This design comes from an exercise in tuning for small area on the open sky130 flow, not from production work.
Function was checked by simulation only, so behaviour that the tests miss may differ from the original.

## b62_core
module b62_core (
    input  wire         clk,
    input  wire         rst,       
    input  wire         start,     
    input  wire         dec,       
    input  wire [1:0]   sel,       
    input  wire [5:0]   len,       
    input  wire [343:0] din,
    output wire         ready,
    output reg          done,
    output wire [1:0]   err,       
    output wire [5:0]   err_idx,   
    output wire [5:0]   out_len,
    output wire [343:0] dout
);
Size in the first run: roughly 390 flip-flops, ~720 I/O pins, ~0.014 mm2 of cells after synthesis.
==> module b62_core, before the edit <==
module b62_core (
    input  wire         clk,
    input  wire         rst,       
    input  wire         start,     
    input  wire         dec,       
    input  wire [1:0]   sel,       
    input  wire [5:0]   len,       
    input  wire [343:0] din,
    output wire         ready,
    output reg          done,
    output wire [1:0]   err,       
    output wire [5:0]   err_idx,   
    output wire [5:0]   out_len,
    output wire [343:0] dout
);
    localparam ERR_NONE  = 2'd0;
    localparam ERR_ALPHA = 2'd1;
    localparam ERR_FRAME = 2'd2;
    localparam ERR_OVF   = 2'd3;
    function [7:0] alpha;
        input [1:0] s;
        input [5:0] d;
        reg       s1, t1, t2;
        reg [6:0] k;
        begin
            s1 = (s == 2'd1);
            t1 = s1 ? (d < 6'd26) : (d < 6'd10);
            t2 = s1 ? (d < 6'd52) : (d < 6'd36);
            case (s)
                2'd1:    k = t1 ? 7'h41 : t2 ? 7'h47 : 7'h7C;    
                2'd2:    k = t1 ? 7'h30 : t2 ? 7'h57 : 7'h1D;    
                default: k = t1 ? 7'h30 : t2 ? 7'h37 : 7'h3D;    
            endcase
            alpha = {1'b0, {1'b0, d} + k};
        end
    endfunction
    function [6:0] sym;
        input [1:0] s;
        input [7:0] c;
        reg       isdig, inlet, ok;
        reg [5:0] k;
        begin
            isdig = (c[7:4] == 4'b0011) && !(c[3] && (c[2] || c[1]));
            inlet = (c[4:0] != 5'd0) && !(c[4] && c[3] && (c[2] || (c[1] && c[0])));
            ok    = isdig || (c[7:6] == 2'b01 && inlet);
            if (!c[6])      k = (s == 2'd1) ? 6'd36 : 6'd48;                         
            else if (!c[5]) k = (s == 2'd0) ? 6'd9 : (s == 2'd1) ? 6'd63 : 6'd35;    
            else            k = (s == 2'd0) ? 6'd35 : (s == 2'd1) ? 6'd25 : 6'd9;    
            sym = {ok, {1'b0, c[4:0]} + k};
        end
    endfunction
    reg  [343:0] ring;        
    reg  [7:0]   x;           
    reg  [7:0]   r;           
    reg          busy;
    reg          dec_r;
    reg  [1:0]   sel_r;
    reg  [5:0]   len_r;       
    reg  [5:0]   c;           
    reg  [5:0]   j;           
    reg          pre;         
    reg          post;        
    reg          clr;         
    reg          fin;         
    reg          after;       
    reg          nz;          
    reg  [1:0]   err_r;
    assign ready   = !busy;
    assign dout    = ring;
    assign err     = err_r;
    assign err_idx = (err_r == ERR_ALPHA) ? len_r : 6'd0;
    assign out_len = (err_r == ERR_NONE) ? j : 6'd0;
    wire [7:0] top   = ring[343:336];
    wire       div   = !pre && !post && !clr;
    wire       mark  = (c == j);
    wire       m_ins = div && !after && mark;
    wire       m_dir = div && !after && !mark;
    wire       m_dly = div && after;
    reg        s_ok;
    reg  [6:0] s_k;
    always @* begin
        s_ok = ((x[7:4] == 4'b0011) && !(x[3] && (x[2] || x[1]))) ||
               (x[7:6] == 2'b01 && (x[4:0] != 5'd0) &&
                !(x[4] && x[3] && (x[2] || (x[1] && x[0]))));
        if (dec_r) begin
            if (!x[6])      s_k = (sel_r == 2'd1) ? 7'd36 : 7'd48;                         
            else if (!x[5]) s_k = (sel_r == 2'd0) ? 7'd9 : (sel_r == 2'd1) ? 7'd63 : 7'd35;    
            else            s_k = (sel_r == 2'd0) ? 7'd35 : (sel_r == 2'd1) ? 7'd25 : 7'd9;    
        end else begin
            case (sel_r)
                2'd1:    s_k = (x[5:0] < 6'd26) ? 7'h41 : (x[5:0] < 6'd52) ? 7'h47 : 7'h7C;
                2'd2:    s_k = (x[5:0] < 6'd10) ? 7'h30 : (x[5:0] < 6'd36) ? 7'h57 : 7'h1D;
                default: s_k = (x[5:0] < 6'd10) ? 7'h30 : (x[5:0] < 6'd36) ? 7'h37 : 7'h3D;
            endcase
        end
    end
    wire [6:0] s_sum = {1'b0, x[5] && !dec_r, x[4:0]} + s_k;
    wire       hit   = pre && dec_r && after && !s_ok;    
    wire       frame = (j == 6'd1) || (j[1:0] == 2'd0);       
    wire [5:0] jn    = j + 6'd1;
    wire [5:0] lnx   = len_r - (dec_r ? ((len_r[1:0] == 2'd1) ? 6'd2 : 6'd1)
                                      : {5'd0, j[1:0] != 2'd0});
    wire       last  = dec_r ? (len_r == 6'd2) : (lnx == 6'd0 && jn[1:0] != 2'd0);
    wire [9:0]  u  = {r[5:0], 3'b000} + {2'b00, top};    
    wire [3:0]  ua = u[9:6];                              
    wire [6:0]  v  = {2'b00, ua, 1'b0} + {1'b0, u[5:0]};
    wire        ge = (v >= 7'd62);
    wire [5:0]  re = ge ? v[5:0] + 6'd2 : v[5:0];
    wire [7:0]  qe = {r[5:0], 2'b00} + {4'd0, ua} + {7'd0, ge};
    wire [13:0] td = {r, 6'd0} - {r, 1'b0} + {8'd0, top[5:0]};
    wire [7:0]  qd = {2'b00, td[13:8]};
    wire [7:0]  rd = td[7:0];
    wire [7:0] q  = dec_r ? qd : qe;
    wire [7:0] pv = !after ? 8'd0 : (dec_r || post) ? {1'b0, s_sum} : x;
    wire [7:0] y = ({8{pre || post}} & pv) | ({8{m_dir}} & q) | ({8{m_ins}} & r) |
                   ({8{m_dly}} & x);
    wire load = start && !busy;
    always @(posedge clk) begin
        ring <= {ring[335:0], y} | (din & {344{load}});
        x    <= top;
        r    <= (pre || c == 6'd0) ? 8'd0 : dec_r ? rd : {2'b00, re};
        if (rst) begin
            busy <= 1'b1;
            clr  <= 1'b1;
            pre  <= 1'b0;
            post <= 1'b0;
            fin  <= 1'b0;
            c    <= 6'd43;
            done <= 1'b0;
        end else begin
            done <= 1'b0;
            if (!busy) begin
                if (start) begin
                    busy    <= 1'b1;
                    dec_r   <= dec;
                    sel_r   <= sel;
                    len_r   <= 6'd0;
                    c       <= 6'd43;
                    j       <= len;
                    pre     <= 1'b1;
                    clr     <= 1'b0;
                    err_r   <= ERR_NONE;
                end
            end else begin
                c <= c - 6'd1;
                if (m_dir && qd != 8'd0) nz <= 1'b1;
                if (mark) after <= 1'b1;
                if (hit && err_r == ERR_NONE) err_r <= ERR_ALPHA;
                if (pre && after && (s_ok || !dec_r) && err_r == ERR_NONE) len_r <= len_r + 6'd1;
                if (c == 6'd0) begin
                    c     <= 6'd43;
                    nz    <= 1'b0;
                    after <= 1'b0;
                    pre   <= 1'b0;
                    post  <= 1'b0;
                    if (div) begin
                        j     <= jn;
                        len_r <= lnx;
                    end
                    if (clr) begin
                        busy <= 1'b0;
                        done <= fin;
                    end else if (pre) begin
                        if (err_r != ERR_NONE || hit) begin
                            clr <= 1'b1;
                            fin <= 1'b1;
                        end else if (dec_r && frame) begin
                            err_r <= ERR_FRAME;
                            clr   <= 1'b1;
                            fin   <= 1'b1;
                        end else begin
                            j <= 6'd0;
                        end
                    end else if (post || (last && dec_r)) begin
                        clr <= 1'b1;
                        if (nz) begin
                            err_r <= ERR_OVF;
                            fin   <= 1'b1;
                        end else begin
                            fin  <= 1'b0;
                            done <= 1'b1;
                        end
                    end else if (last) begin
                        post <= 1'b1;
                    end
                end
            end
        end
    end
endmodule
export LEC_CHECK = 0
export CAP_MARGIN = 20
export CORE_AREA = 4 4 211 211
export DIE_AREA = 0 0 215 215
export SLEW_MARGIN = 20
create_clock -name core_clock -period 5.5 [get_ports {clk}]
standard.sh (not shown) runs the stock make flow with config.mk's settings and CLKGATE_MAP_FILE= SYNTH_SCRIPT=/design/flow/synth_recipe.tcl, a recipe that flattens the netlist after the stock synthesis.
==> flow/flow/run.sh <==
#!/bin/bash
# The standard layout (standard.sh), with two changes to how it is made:
# ports are buffered with the smallest buffer instead of a delay buffer, and
# clock tree synthesis uses small clock buffers and no dummy loads.
set -euo pipefail
export BUFFER_PORTS_ARGS="-buffer_cell sky130_fd_sc_hd__buf_1"
export CTS_ARGS="-sink_clustering_enable -repair_clock_nets -dont_use_dummy_load -buf_list {sky130_fd_sc_hd__clkbuf_8} -sink_clustering_size 14 -sink_clustering_max_diameter 70"
bash standard.sh finish > standard.log 2>&1
The baseline finished with timing, DRC and antenna clean.
Rerun with:
--- a/flow/design.v
+++ b/flow/design.v
@@ -54,9 +54,9 @@
     reg  [7:0]   r;           
     reg          busy;
     reg          dec_r;
     reg  [1:0]   sel_r;
-    reg  [5:0]   len_r;       
+    reg  [5:0]   len_r;
     reg  [5:0]   c;           
     reg  [5:0]   j;           
     reg          pre;         
     reg          post;        
@@ -67,13 +67,13 @@
     reg  [1:0]   err_r;
     assign ready   = !busy;
     assign dout    = ring;
     assign err     = err_r;
-    assign err_idx = (err_r == ERR_ALPHA) ? len_r : 6'd0;
+    assign err_idx = (err_r == ERR_ALPHA) ? j : 6'd0;
     assign out_len = (err_r == ERR_NONE) ? j : 6'd0;
     wire [7:0] top   = ring[343:336];
     wire       div   = !pre && !post && !clr;
-    wire       mark  = (c == j);
+    wire       mark  = (c == (pre ? len_r : j));
     wire       m_ins = div && !after && mark;
     wire       m_dir = div && !after && !mark;
     wire       m_dly = div && after;
     reg        s_ok;
@@ -95,9 +95,9 @@
         end
     end
     wire [6:0] s_sum = {1'b0, x[5] && !dec_r, x[4:0]} + s_k;
     wire       hit   = pre && dec_r && after && !s_ok;    
-    wire       frame = (j == 6'd1) || (j[1:0] == 2'd0);       
+    wire       frame = (len_r == 6'd1) || (len_r[1:0] == 2'd0);
     wire [5:0] jn    = j + 6'd1;
     wire [5:0] lnx   = len_r - (dec_r ? ((len_r[1:0] == 2'd1) ? 6'd2 : 6'd1)
                                       : {5'd0, j[1:0] != 2'd0});
     wire       last  = dec_r ? (len_r == 6'd2) : (lnx == 6'd0 && jn[1:0] != 2'd0);
@@ -117,9 +117,8 @@
     wire load = start && !busy;
     always @(posedge clk) begin
         ring <= {ring[335:0], y} | (din & {344{load}});
         x    <= top;
-        r    <= (pre || c == 6'd0) ? 8'd0 : dec_r ? rd : {2'b00, re};
         if (rst) begin
             busy <= 1'b1;
             clr  <= 1'b1;
             pre  <= 1'b0;
@@ -133,21 +132,23 @@
                 if (start) begin
                     busy    <= 1'b1;
                     dec_r   <= dec;
                     sel_r   <= sel;
-                    len_r   <= 6'd0;
+                    len_r   <= len;
                     c       <= 6'd43;
-                    j       <= len;
+                    j       <= 6'd0;
                     pre     <= 1'b1;
                     clr     <= 1'b0;
                     err_r   <= ERR_NONE;
                 end
             end else begin
                 c <= c - 6'd1;
                 if (m_dir && qd != 8'd0) nz <= 1'b1;
+                if (m_dir) r <= dec_r ? rd : {2'b00, re};
+                if (m_ins || pre) r <= 8'd0;
                 if (mark) after <= 1'b1;
                 if (hit && err_r == ERR_NONE) err_r <= ERR_ALPHA;
-                if (pre && after && (s_ok || !dec_r) && err_r == ERR_NONE) len_r <= len_r + 6'd1;
+                if (pre && dec_r && after && s_ok && err_r == ERR_NONE) j <= jn;
                 if (c == 6'd0) begin
                     c     <= 6'd43;
                     nz    <= 1'b0;
                     after <= 1'b0;
Final area is higher slightly; count of clock-buffer cells in the layout is higher by 1; worst hold slack degrades by 0.0032 ns; first-iteration DRC count decreases by roughly a tenth; worst setup slack got worse by 0.41 ns.

what the ideal ports hide:
Ports are ideal in the flow. The routed layouts listed here were re-timed in OpenROAD. Step 1: set_driving_cell puts a clkbuf_16 on clk and a buf_2 on each other input, an assumption about the parent block. Step 2, shift: input delay + t, output delay - t, t = (earliest + latest rising clock arrival at the registers) / 2. This alone moves slack from input paths to output paths. Three values: ideal, step 1, step 2; two values: the first two.
| run | shift t [ns] | slack for setup (ns) | latest minus earliest clock arrival (ns) |
|---|---|---|---|
| the first run | 0.641 | 0.796 / 0.796 / 0.796 | 0.076 / 0.076 |
| the second run | 0.626 | 0.390 / 0.390 / 0.390 | 0.072 / 0.072 |
After both steps setup and hold are still met in every run listed.
